This is an optimization exercise on Yosys and OpenROAD, whose aim is small area, a short achievable clock period and few clock cycles, not a production implementation. RTL that was checked went through simulation tests only; none was proved equivalent to the original. Power is estimated from default activity; no workload was simulated.

==> v1 <==
==> flow/design.v <==
module lmp_edge_pairer (
    input             clk,
    input             rst,
    input             ev_v,        
    input      [1:0]  ev_k,
    input      [31:0] ev_t,        
    output reg        p_v,         
    output reg [31:0] p_w,         
    output reg        p_first,     
    output reg        p_rb0,       
    output reg        p_close,     
    output reg        p_asym,      
    output reg        p_empty,     
    output            p0_now       
);
    reg signed [3:0] diff;         
    reg        seen;
    reg        got0;
    reg [2:0]  rbc;
    reg [31:0] e0, e1, e2, e3;
    wire is_close = ev_k[1];
    wire is_fall  = ev_k[0];
    wire edge_v   = ev_v & ~is_close;
    wire close_v  = ev_v & is_close;
    wire ahead_r  = ~diff[3] & (diff != 4'sd0);
    wire ahead_f  = diff[3];
    wire match    = edge_v & (is_fall ? ahead_r : ahead_f);
    wire push     = edge_v & ~match;
    wire [2:0] cnt = diff[3] ? 3'd0 - diff[2:0] : diff[2:0];
    wire [31:0] sum;
    lmp_add #(.W(32)) u_add (.a(e0), .b(ev_t), .cin(1'b0), .s(sum));
    assign p0_now = match & ~got0;
    always @(posedge clk) begin
        if (match | (push & (cnt == 3'd0))) e0 <= match ? e1 : ev_t;
        if (match | (push & (cnt == 3'd1))) e1 <= match ? e2 : ev_t;
        if (match | (push & (cnt == 3'd2))) e2 <= match ? e3 : ev_t;
        if (push & (cnt == 3'd3))           e3 <= ev_t;
        p_w     <= ~sum;
        p_first <= ~got0;
        p_rb0   <= (rbc == 3'd0);
        p_asym  <= (diff != 4'sd0);
        p_empty <= ~seen;
    end
    always @(posedge clk) begin
        if (rst) begin
            p_v     <= 1'b0;
            p_close <= 1'b0;
            diff    <= 4'sd0;
            seen    <= 1'b0;
            got0    <= 1'b0;
            rbc     <= 3'd0;
        end else begin
            p_v     <= match;
            p_close <= close_v;
            if (close_v) begin
                diff <= 4'sd0;
                seen <= 1'b0;
                got0 <= 1'b0;
                rbc  <= 3'd0;
            end else if (edge_v) begin
                seen <= 1'b1;
                diff <= is_fall ? diff - 4'sd1 : diff + 4'sd1;
                if (match) begin
                    if (got0) rbc <= rbc + 3'd1;
                    got0 <= 1'b1;
                end
            end
        end
    end
endmodule
module lmp_add #(
    parameter W = 32
) (
    input  [W-1:0] a,
    input  [W-1:0] b,
    input          cin,
    output [W-1:0] s
);
    localparam LG = $clog2(W);
    wire [W-1:0] p0 = a ^ b;
    wire [W-1:0] g0 = a & b;
    reg [W-1:0] gc, pc, gn, pn;
    integer l, i, j;
    always @(*) begin
        gc = {g0[W-1:1], g0[0] | (p0[0] & cin)};
        pc = p0;
        for (l = 0; l < LG; l = l + 1) begin
            gn = gc;
            pn = pc;
            for (i = 0; i < W; i = i + 1) begin
                if (((i >> l) & 1) == 1) begin
                    j = ((i >> l) << l) - 1;
                    gn[i] = gc[i] | (pc[i] & gc[j]);
                    pn[i] = pc[i] & pc[j];
                end
            end
            gc = gn;
            pc = pn;
        end
    end
    assign s = p0 ^ {gc[W-2:0], cin};
endmodule
module lmp_classify (
    input  [31:0] w,
    input  [31:0] f0,
    input         rb_zero,
    output        is_bit,
    output        bit_val,
    output        bad
);
    wire [35:0] w1  = {4'b0000, w};
    wire [35:0] w2  = {3'b000, w, 1'b0};
    wire [35:0] nf  = ~{4'b0000, f0};
    wire [35:0] nf2 = ~{3'b000, f0, 1'b0};
    wire [35:0] cs_s = w2 ^ nf ^ nf2;
    wire [35:0] cs_c = (w2 & nf) | (w2 & nf2) | (nf & nf2);
    wire in_high, in_low, in_idle;
    lmp_window #(.W(36), .L(6), .LIM(40)) u_high (
        .a(cs_s), .b({cs_c[34:0], 1'b1}), .in(in_high));
    lmp_window #(.W(36), .L(6), .LIM(40)) u_low (
        .a(w2), .b(nf), .in(in_low));
    lmp_window #(.W(36), .L(5), .LIM(20)) u_idle (
        .a(w1), .b(nf), .in(in_idle));
    assign is_bit  = in_high | in_low;
    assign bit_val = in_high;
    assign bad     = ~in_high & ~in_low & ~(rb_zero & in_idle);
endmodule
module lmp_window #(
    parameter W = 36,
    parameter L = 6,
    parameter LIM = 40
) (
    input  [W-1:0] a,
    input  [W-1:0] b,
    output         in
);
    wire [L:0]   lo = {1'b0, a[L-1:0]} + {1'b0, b[L-1:0]} + {{L{1'b0}}, 1'b1};
    wire         c  = lo[L];
    wire [W-1:0] x = a ^ b;
    wire [W-1:0] o = a | b;
    wire [W-1:0] n = a & b;
    wire zr = &(x[W-1:L+1] ~^ o[W-2:L]);
    wire on = &(x[W-1:L+1] ^ n[W-2:L]);
    wire hi_zero = zr & (x[L] == c);
    wire hi_ones = on & (x[L] != c);
    assign in = (hi_zero & (lo[L-1:0] <= LIM)) |
                (hi_ones & (lo[L-1:0] >= (1 << L) - LIM));
endmodule
module lmp_freq_div (
    input             clk,
    input             rst,
    input             start,
    input      [31:0] f0_in,    
    input      [31:0] f0,       
    output            busy,
    output            near,     
    output            done,     
    output     [63:0] freq
);
    reg         run;
    reg  [32:0] rem;            
    reg  [52:0] quo;
    reg  [10:0] ce;             
    reg         bq;             
    assign busy = run;
    assign near = run & (quo[51] | quo[50] | quo[49]);
    assign done = near | (start & (f0_in == 32'd0));
    assign freq = {1'b0, ce, quo[51:0]};
    wire        neg = rem[32];
    wire [32:0] nr;
    lmp_add #(.W(33)) u_add (
        .a  ({rem[31:0], bq}),
        .b  ({1'b0, f0} ^ {33{~neg}}),
        .cin(~neg),
        .s  (nr));
    wire        q   = ~nr[32];
    wire b500 = (ce == 11'd1085) | (ce == 11'd1084) | (ce == 11'd1083) |
                (ce == 11'd1082) | (ce == 11'd1081) | (ce == 11'd1079);
    reg fb;
    reg found;
    integer k;
    always @(*) begin
        fb = 1'b0;
        found = 1'b0;
        for (k = 51; k >= 0; k = k - 1) begin
            if (!found && quo[k]) begin
                found = 1'b1;
                if (k >= 20 && k <= 50) fb = f0[51 - k];
            end
        end
    end
    wire big = |f0_in[31:7] | (f0_in[6:0] > 7'd125);
    always @(posedge clk) begin
        rem <= start ? (big ? 33'd125 : 33'd0) : nr;
        bq  <= start ? ~big : (b500 | fb);
    end
    always @(posedge clk) begin
        if (rst) begin
            run <= 1'b0;
        end else if (start) begin
            quo <= 53'd0;
            if (f0_in == 32'd0) begin
                run <= 1'b0;
                ce  <= 11'h7FF;
            end else begin
                run <= 1'b1;
                ce  <= big ? 11'd1077 : 11'd1084;
            end
        end else if (run) begin
            quo <= {quo[51:0], q};
            ce  <= ce - 11'd1;
            if (quo[51]) run <= 1'b0;
        end
    end
endmodule
module lmp_decoder (
    input             clk,
    input             rst,         
    input             ev_valid,
    output            ev_ready,
    input      [1:0]  ev_kind,     
    input      [31:0] ev_time,
    output reg        res_valid,
    output reg [3:0]  res_err,     
    output     [32:0] res_period,
    output     [63:0] res_freq,
    output     [15:0] res_nbits,
    output     [3:0]  res_nbytes,
    output     [63:0] res_bytes
);
    localparam E_OK = 4'd0, E_ASYM = 4'd7, E_EMPTY = 4'd8, E_FRAMING = 4'd9;
    reg hold;
    assign ev_ready = ~hold;
    reg        s1_v;
    reg [1:0]  s1_k;
    reg [31:0] s1_t;
    wire take = ev_valid & ~hold;
    always @(posedge clk) begin
        s1_v <= take & ~rst;
        s1_k <= ev_kind;
        s1_t <= ev_kind[0] ? ~ev_time : ev_time;    
    end
    wire        p_v, p_first, p_rb0, p_close, p_asym, p_empty, p0_now;
    wire [31:0] p_w;
    lmp_edge_pairer u_pair (
        .clk    (clk),
        .rst    (rst),
        .ev_v   (s1_v),
        .ev_k   (s1_k),
        .ev_t   (s1_t),
        .p_v    (p_v),
        .p_w    (p_w),
        .p_first(p_first),
        .p_rb0  (p_rb0),
        .p_close(p_close),
        .p_asym (p_asym),
        .p_empty(p_empty),
        .p0_now (p0_now)
    );
    reg  [31:0] f0;
    wire        is_bit, bit_val, bad;
    lmp_classify u_cls (
        .w      (p_w),
        .f0     (f0),
        .rb_zero(p_rb0),
        .is_bit (is_bit),
        .bit_val(bit_val),
        .bad    (bad)
    );
    wire        div_start = p_v & p_first;
    wire        div_busy, div_near, div_done;
    lmp_freq_div u_div (
        .clk   (clk),
        .rst   (rst),
        .start (div_start),
        .f0_in (p_w),
        .f0    (f0),
        .busy  (div_busy),
        .near  (div_near),
        .done  (div_done),
        .freq  (res_freq)
    );
    reg c_first, c_pulse, c_bit, c_val, c_bad, c_close, c_asym, c_empty;
    always @(posedge clk) begin
        c_bit   <= is_bit;
        c_val   <= bit_val;
        c_bad   <= bad;
        c_asym  <= p_asym;
        c_empty <= p_empty;
    end
    always @(posedge clk) begin
        if (rst) begin
            c_first <= 1'b0;
            c_pulse <= 1'b0;
            c_close <= 1'b0;
        end else begin
            c_first <= div_start;
            c_pulse <= p_v & ~p_first;
            c_close <= p_close;
        end
    end
    always @(posedge clk) begin
        if (div_start) f0 <= p_w;
    end
    reg [15:0] nbits;
    reg [63:0] bytes;
    reg        framing_err;
    wire wr_bit = c_pulse & c_bit;
    reg [3:0]  nbytes;      
    wire       lt64 = (nbits[15:6] == 10'd0);
    always @(posedge clk) begin
        if (c_first) begin
            nbits       <= 16'd0;
            nbytes      <= 4'd0;
            framing_err <= 1'b0;
        end else if (c_pulse) begin
            if (c_bad) framing_err <= 1'b1;
            if (c_bit) begin
                nbits <= nbits + 16'd1;
                if (lt64 & (nbits[2:0] == 3'd0)) nbytes <= nbytes + 4'd1;
            end
        end
    end
    genvar j;
    generate
        for (j = 0; j < 64; j = j + 1) begin : g_bits
            always @(posedge clk)
                if (c_first | (wr_bit & lt64 & (nbits[5:0] == j)))
                    bytes[j] <= c_val & ~c_first;
        end
    endgenerate
    assign res_period = {f0, 1'b0};
    assign res_nbits  = nbits;
    assign res_bytes  = bytes;
    assign res_nbytes = nbytes;
    reg  pend;           
    reg  dpend;          
    wire close_take = take & ev_kind[1];
    wire emit = (c_close | pend) & ~div_busy;
    always @(posedge clk) begin
        if (c_close)
            res_err <= c_asym ? E_ASYM : c_empty ? E_EMPTY :
                       framing_err ? E_FRAMING : E_OK;
    end
    always @(posedge clk) begin
        if (rst) begin
            res_valid <= 1'b0;
            pend      <= 1'b0;
            dpend     <= 1'b0;
            hold      <= 1'b0;
        end else begin
            res_valid <= emit;
            pend      <= (c_close | pend) & ~emit;
            if (p0_now)       dpend <= 1'b1;
            else if (div_done) dpend <= 1'b0;
            hold <= hold ? ~(div_near | ~dpend) : (close_take & (dpend | p0_now));
        end
    end
endmodule
==> flow/flow/run.sh <==
#!/bin/bash
# Standard layout, with plain buf_1 cells as the port buffers instead of the
# delay buffers buffer_ports picks by default.
set -euo pipefail
export BUFFER_PORTS_ARGS="-buffer_cell sky130_fd_sc_hd__buf_1"
bash standard.sh > standard.log 2>&1
==> flow/standard.sh <==
#!/bin/bash
# synth_recipe.tcl (not shown) runs the flow's synth.tcl, then flattens the netlist and writes it again
# the make line also repeats each setting of config.mk as NAME=value (left out here)
make -C /OpenROAD-flow-scripts/flow DESIGN_CONFIG=/design/flow/config.mk WORK_HOME=/design/flow/orfs CLKGATE_MAP_FILE= SYNTH_SCRIPT=/design/flow/synth_recipe.tcl "${@:-finish}"
==> flow/config.mk <==
export PLATFORM = sky130hd
export DESIGN_NAME = lmp_decoder
export DESIGN_NICKNAME = lmp_decoder
export VERILOG_FILES = /design/flow/design.v
export SDC_FILE = /design/flow/constraint.sdc
export NUM_CORES = 4
export LEC_CHECK = 0
export CAP_MARGIN = 20
export CORE_MARGIN = 2
export CORE_UTILIZATION = 40
export CTS_BUF_LIST = sky130_fd_sc_hd__clkbuf_8
export CTS_CLUSTER_SIZE = 20
export PLACE_DENSITY = 0.6
export SETUP_SLACK_MARGIN = 4.5
export SLEW_MARGIN = 20
==> flow/constraint.sdc <==
create_clock -name core_clock -period 8.0 [get_ports {clk}]
set_input_delay 1.6000 -clock core_clock [delete_from_list [all_inputs] [get_ports {clk}]]
set_output_delay 1.6000 -clock core_clock [all_outputs]
set_load 0.01 [all_outputs]
==> v34: changes against v1 <==
--- a/flow/design.v
+++ b/flow/design.v
@@ -103,3 +103,3 @@
 module lmp_classify (
-    input  [31:0] w,
+    input  [32:0] d,
     input  [31:0] f0,
@@ -110,15 +110,19 @@
 );
-    wire [35:0] w1  = {4'b0000, w};
-    wire [35:0] w2  = {3'b000, w, 1'b0};
-    wire [35:0] nf  = ~{4'b0000, f0};
-    wire [35:0] nf2 = ~{3'b000, f0, 1'b0};
-    wire [35:0] cs_s = w2 ^ nf ^ nf2;
-    wire [35:0] cs_c = (w2 & nf) | (w2 & nf2) | (nf & nf2);
-    wire in_high, in_low, in_idle;
-    lmp_window #(.W(36), .L(6), .LIM(40)) u_high (
-        .a(cs_s), .b({cs_c[34:0], 1'b1}), .in(in_high));
-    lmp_window #(.W(36), .L(6), .LIM(40)) u_low (
-        .a(w2), .b(nf), .in(in_low));
-    lmp_window #(.W(36), .L(5), .LIM(20)) u_idle (
-        .a(w1), .b(nf), .in(in_idle));
+    wire neg = d[32];
+    wire in_sel;
+    lmp_window #(.W(36), .L(6), .LIM(40)) u_sel (
+        .a  ({{2{d[32]}}, d, 1'b0}),
+        .b  ({4'b0000, f0} ^ {36{~neg}}),
+        .cin(~neg),
+        .in (in_sel));
+    wire in_idle = ((d[32:5] == 28'd0) & (d[4:0] <= 5'd20)) |
+                   ((&d[32:5]) & (d[4:0] >= 5'd12));
+    wire fsmall = (f0[31:6] == 26'd0) & (f0[5:0] <= 6'd40);
+    wire dsmall = (d[32:6] == 27'd0) | (&d[32:6]);
+    wire signed [8:0] d2 = {d[6], d[6:0], 1'b0};
+    wire signed [8:0] fs = {3'b000, f0[5:0]};
+    wire signed [8:0] t  = d2 + (fs ^ {9{neg}}) + {8'd0, neg};
+    wire other = fsmall & dsmall & (t >= -9'sd40) & (t <= 9'sd40);
+    wire in_high = neg ? other : in_sel;
+    wire in_low  = neg ? in_sel : other;
     assign is_bit  = in_high | in_low;
@@ -134,5 +138,6 @@
     input  [W-1:0] b,
+    input          cin,
     output         in
 );
-    wire [L:0]   lo = {1'b0, a[L-1:0]} + {1'b0, b[L-1:0]} + {{L{1'b0}}, 1'b1};
+    wire [L:0]   lo = {1'b0, a[L-1:0]} + {1'b0, b[L-1:0]} + {{L{1'b0}}, cin};
     wire         c  = lo[L];
@@ -260,7 +265,19 @@
     reg  [31:0] f0;
+    reg  [32:0] d_d;
+    reg         d_first, d_pulse, d_rb0;
+    wire [32:0] dsum;
+    lmp_add #(.W(33)) u_dsub (
+        .a  ({1'b0, p_w}),
+        .b  (~{1'b0, f0}),
+        .cin(1'b1),
+        .s  (dsum));
+    always @(posedge clk) begin
+        d_d   <= dsum;
+        d_rb0 <= p_rb0;
+    end
     wire        is_bit, bit_val, bad;
     lmp_classify u_cls (
-        .w      (p_w),
+        .d      (d_d),
         .f0     (f0),
-        .rb_zero(p_rb0),
+        .rb_zero(d_rb0),
         .is_bit (is_bit),
@@ -292,2 +309,4 @@
         if (rst) begin
+            d_first <= 1'b0;
+            d_pulse <= 1'b0;
             c_first <= 1'b0;
@@ -296,4 +315,6 @@
         end else begin
-            c_first <= div_start;
-            c_pulse <= p_v & ~p_first;
+            d_first <= div_start;
+            d_pulse <= p_v & ~p_first;
+            c_first <= d_first;
+            c_pulse <= d_pulse;
             c_close <= p_close;
@@ -342,3 +363,3 @@
             res_err <= c_asym ? E_ASYM : c_empty ? E_EMPTY :
-                       framing_err ? E_FRAMING : E_OK;
+                       (~c_first & (framing_err | (c_pulse & c_bad))) ? E_FRAMING : E_OK;
     end
==> flow/flow/run.sh (replaced) <==
#!/bin/bash
# Standard layout, with plain buf_1 cells as the port buffers instead of the
# delay buffers buffer_ports picks by default, and clock tree synthesis
# without dummy loads.
set -euo pipefail
export BUFFER_PORTS_ARGS="-buffer_cell sky130_fd_sc_hd__buf_1"
export CTS_ARGS="-sink_clustering_enable -repair_clock_nets -sink_clustering_size 16 -sink_clustering_max_diameter 80 -buf_list sky130_fd_sc_hd__clkbuf_8 -dont_use_dummy_load"
bash standard.sh > standard.log 2>&1
Settings changed: CORE_UTILIZATION 40 to 55, CTS_BUF_LIST sky130_fd_sc_hd__clkbuf_8 to unset, CTS_CLUSTER_SIZE 20 to unset, PLACE_DENSITY 0.6 to 0.7, SETUP_SLACK_MARGIN 4.5 to 5.
==> v26: changes against v1 <==
--- a/flow/design.v
+++ b/flow/design.v
@@ -19,3 +19,4 @@
     reg [2:0]  rbc;
-    reg [31:0] e0, e1, e2, e3;
+    reg [1:0]  rd, wr;
+    reg [31:0] fifo0, fifo1, fifo2, fifo3;
     wire is_close = ev_k[1];
@@ -28,11 +29,23 @@
     wire push     = edge_v & ~match;
-    wire [2:0] cnt = diff[3] ? 3'd0 - diff[2:0] : diff[2:0];
-    wire [31:0] sum;
-    lmp_add #(.W(32)) u_add (.a(e0), .b(ev_t), .cin(1'b0), .s(sum));
+    wire [31:0] u    = ev_t;
+    reg  [31:0] head;
+    always @(*) begin
+        case (rd)
+            2'd0: head = fifo0;
+            2'd1: head = fifo1;
+            2'd2: head = fifo2;
+            default: head = fifo3;
+        endcase
+    end
+    wire [31:0] sum = head + u;
     assign p0_now = match & ~got0;
     always @(posedge clk) begin
-        if (match | (push & (cnt == 3'd0))) e0 <= match ? e1 : ev_t;
-        if (match | (push & (cnt == 3'd1))) e1 <= match ? e2 : ev_t;
-        if (match | (push & (cnt == 3'd2))) e2 <= match ? e3 : ev_t;
-        if (push & (cnt == 3'd3))           e3 <= ev_t;
+        if (push) begin
+            case (wr)
+                2'd0: fifo0 <= u;
+                2'd1: fifo1 <= u;
+                2'd2: fifo2 <= u;
+                default: fifo3 <= u;
+            endcase
+        end
         p_w     <= ~sum;
@@ -51,2 +64,4 @@
             rbc     <= 3'd0;
+            rd      <= 2'd0;
+            wr      <= 2'd0;
         end else begin
@@ -59,2 +74,4 @@
                 rbc  <= 3'd0;
+                rd   <= 2'd0;
+                wr   <= 2'd0;
             end else if (edge_v) begin
@@ -63,4 +80,7 @@
                 if (match) begin
+                    rd <= rd + 2'd1;
                     if (got0) rbc <= rbc + 3'd1;
                     got0 <= 1'b1;
+                end else begin
+                    wr <= wr + 2'd1;
                 end
@@ -70,34 +90,2 @@
 endmodule
-module lmp_add #(
-    parameter W = 32
-) (
-    input  [W-1:0] a,
-    input  [W-1:0] b,
-    input          cin,
-    output [W-1:0] s
-);
-    localparam LG = $clog2(W);
-    wire [W-1:0] p0 = a ^ b;
-    wire [W-1:0] g0 = a & b;
-    reg [W-1:0] gc, pc, gn, pn;
-    integer l, i, j;
-    always @(*) begin
-        gc = {g0[W-1:1], g0[0] | (p0[0] & cin)};
-        pc = p0;
-        for (l = 0; l < LG; l = l + 1) begin
-            gn = gc;
-            pn = pc;
-            for (i = 0; i < W; i = i + 1) begin
-                if (((i >> l) & 1) == 1) begin
-                    j = ((i >> l) << l) - 1;
-                    gn[i] = gc[i] | (pc[i] & gc[j]);
-                    pn[i] = pc[i] & pc[j];
-                end
-            end
-            gc = gn;
-            pc = pn;
-        end
-    end
-    assign s = p0 ^ {gc[W-2:0], cin};
-endmodule
 module lmp_classify (
@@ -110,3 +98,2 @@
 );
-    wire [35:0] w1  = {4'b0000, w};
     wire [35:0] w2  = {3'b000, w, 1'b0};
@@ -116,9 +103,19 @@
     wire [35:0] cs_c = (w2 & nf) | (w2 & nf2) | (nf & nf2);
-    wire in_high, in_low, in_idle;
-    lmp_window #(.W(36), .L(6), .LIM(40)) u_high (
-        .a(cs_s), .b({cs_c[34:0], 1'b1}), .in(in_high));
-    lmp_window #(.W(36), .L(6), .LIM(40)) u_low (
-        .a(w2), .b(nf), .in(in_low));
-    lmp_window #(.W(36), .L(5), .LIM(20)) u_idle (
-        .a(w1), .b(nf), .in(in_idle));
+    wire [36:0] s_high = {cs_s, 1'b1} + {cs_c[34:0], 1'b1, 1'b1};
+    wire [36:0] s_low  = {w2, 1'b1} + {nf, 1'b1};
+    wire [36:0] s_idle = {4'b0000, w, 1'b1} + {nf, 1'b1};
+    wire [35:0] d_high = s_high[36:1];
+    wire [35:0] d_low  = s_low[36:1];
+    wire [35:0] d_idle = s_idle[36:1];
+    function automatic in40(input [35:0] d);
+        in40 = ((d[35:6] == 30'd0) & (d[5:0] <= 6'd40)) |
+               ((&d[35:6]) & (d[5:0] >= 6'd24));
+    endfunction
+    function automatic in20(input [35:0] d);
+        in20 = ((d[35:5] == 31'd0) & (d[4:0] <= 5'd20)) |
+               ((&d[35:5]) & (d[4:0] >= 5'd12));
+    endfunction
+    wire in_high = in40(d_high);
+    wire in_low  = in40(d_low);
+    wire in_idle = in20(d_idle);
     assign is_bit  = in_high | in_low;
@@ -127,23 +124,2 @@
 endmodule
-module lmp_window #(
-    parameter W = 36,
-    parameter L = 6,
-    parameter LIM = 40
-) (
-    input  [W-1:0] a,
-    input  [W-1:0] b,
-    output         in
-);
-    wire [L:0]   lo = {1'b0, a[L-1:0]} + {1'b0, b[L-1:0]} + {{L{1'b0}}, 1'b1};
-    wire         c  = lo[L];
-    wire [W-1:0] x = a ^ b;
-    wire [W-1:0] o = a | b;
-    wire [W-1:0] n = a & b;
-    wire zr = &(x[W-1:L+1] ~^ o[W-2:L]);
-    wire on = &(x[W-1:L+1] ^ n[W-2:L]);
-    wire hi_zero = zr & (x[L] == c);
-    wire hi_ones = on & (x[L] != c);
-    assign in = (hi_zero & (lo[L-1:0] <= LIM)) |
-                (hi_ones & (lo[L-1:0] >= (1 << L) - LIM));
-endmodule
 module lmp_freq_div (
@@ -165,3 +141,3 @@
     assign busy = run;
-    assign near = run & (quo[51] | quo[50] | quo[49]);
+    assign near = run & quo[51];
     assign done = near | (start & (f0_in == 32'd0));
@@ -169,8 +145,6 @@
     wire        neg = rem[32];
-    wire [32:0] nr;
-    lmp_add #(.W(33)) u_add (
-        .a  ({rem[31:0], bq}),
-        .b  ({1'b0, f0} ^ {33{~neg}}),
-        .cin(~neg),
-        .s  (nr));
+    wire [33:0] opa = {rem[31:0], bq, 1'b1};
+    wire [33:0] opb = {{1'b0, f0} ^ {33{~neg}}, ~neg};
+    wire [33:0] sum = opa + opb;
+    wire [32:0] nr  = sum[33:1];
     wire        q   = ~nr[32];
@@ -308,4 +282,2 @@
     wire wr_bit = c_pulse & c_bit;
-    reg [3:0]  nbytes;      
-    wire       lt64 = (nbits[15:6] == 10'd0);
     always @(posedge clk) begin
@@ -313,3 +285,2 @@
             nbits       <= 16'd0;
-            nbytes      <= 4'd0;
             framing_err <= 1'b0;
@@ -317,6 +288,3 @@
             if (c_bad) framing_err <= 1'b1;
-            if (c_bit) begin
-                nbits <= nbits + 16'd1;
-                if (lt64 & (nbits[2:0] == 3'd0)) nbytes <= nbytes + 4'd1;
-            end
+            if (c_bit) nbits <= nbits + 16'd1;
         end
@@ -327,3 +295,3 @@
             always @(posedge clk)
-                if (c_first | (wr_bit & lt64 & (nbits[5:0] == j)))
+                if (c_first | (wr_bit & (nbits[15:6] == 10'd0) & (nbits[5:0] == j)))
                     bytes[j] <= c_val & ~c_first;
@@ -334,3 +302,3 @@
     assign res_bytes  = bytes;
-    assign res_nbytes = nbytes;
+    assign res_nbytes = (nbits[15:6] != 10'd0) ? 4'd8 : {1'b0, nbits[5:3]} + {3'd0, |nbits[2:0]};
     reg  pend;           
==> flow/run.sh (new file) <==
#!/bin/bash
# synth_recipe.tcl (not shown) runs the flow's synth.tcl, then flattens the netlist and writes it again
# the make line also repeats each setting of config.mk as NAME=value (left out here)
make -C /OpenROAD-flow-scripts/flow DESIGN_CONFIG=/design/flow/config.mk WORK_HOME=/design/flow/orfs CLKGATE_MAP_FILE= SYNTH_SCRIPT=/design/flow/synth_recipe.tcl finish
Settings changed: CORE_UTILIZATION 40 to 60, CTS_BUF_LIST sky130_fd_sc_hd__clkbuf_8 to unset, CTS_CLUSTER_SIZE 20 to unset, PLACE_DENSITY 0.6 to 0.75.
removed: flow/flow/run.sh
removed: flow/standard.sh
==> qor summary <==
item	v1	v26	v34
Outcome	no timing/DRC/antenna violations	no timing/DRC/antenna violations	no timing/DRC/antenna violations
Comb pwr share	34.6%	48.0%	42.3%
Total of flip-flops plus latches after synthesis	440	440	476
Crit path arrival time	3800 ps	4630 ps	1540 ps
P_leak	11.75 nW	12.69 nW	11.20 nW
Register fraction of the total cell area	42.32%	36.30%	46.74%
Area after detailed placement	26070 um^2	28320 um^2	24900 um^2
Largest power group	registers	combinational cells	registers
Worst Hold Margin	327.5 ps	321.8 ps	333.6 ps
Minimum clock period after layout	3279 ps	4178 ps	3136 ps
Setup ws final	4721 ps	3822 ps	4864 ps
Fin cells	3324	3378	3007
Fraction of post-synthesis cell area in the top cell type by area	35.78%	34.27%	37.14%
Multi-input gate area in the final layout	11840 um^2	14090 um^2	10560 um^2
Die height	250.7 um	209.8 um	210.5 um
Detailed placer's ending HPWL	45140 um	47320 um	40150 um
Number of non-clock inverters in the layout	161	137	153
Final total power	0.007610 W	0.009789 W	0.007567 W
Vias in the first global route	16850	20470	15960
Clock transition at the registers of the reported paths	60 ps	70 ps	100 ps
Via count	16850	21050	16670
Register-to-register setup slack	4720 ps	3820 ps	5010 ps
Count of clock-net buffers in the final layout	87	57	36
Unrepaired setup endpoints after global routing	no	yes	yes
Testbench counts of v1, summed over its fixed seeds: cycles 30,458.
Testbench counts of v34, summed over its fixed seeds: cycles 30,458.
For v26, only the layout was checked, not whether the RTL still works.

port drivers added, routing unchanged:
The results above use ideal ports. As a check the final layouts listed here were re-extracted and re-timed, cells and wires unchanged. Step 1 sets driving cells, clkbuf_16 on the clock port and buf_2 on the other inputs (assumed; they add their load-dependent delay and slew). Step 2 adds t to the input delays and takes it off the output delays; t is the mean of the earliest and latest rising clock arrival at the registers after step 1. Input paths then give back, and output paths get back, about the clock's delay inside the block. Three values: no drivers, after step 1, after step 2; two values: the first two.
| run | t (ns) | slack for setup (ns) | clock arrival spread, ns | slew at the worst register clock pin (ns) |
|---|---|---|---|---|
| v1 | 0.697 | 4.721 / 4.721 / 4.721 | 0.034 / 0.034 | 0.07 / 0.07 |
| v34 | 0.635 | 4.864 / 4.810 / 4.745 | 0.090 / 0.090 | 0.11 / 0.11 |
| v26 | 0.634 | 3.822 / 3.822 / 3.822 | 0.029 / 0.030 | 0.07 / 0.07 |
After both steps setup and hold are still met in every run listed. For v34, which loses most, drivers alone change the setup slack by -0.054 ns; drivers and shift together by -0.119 ns.
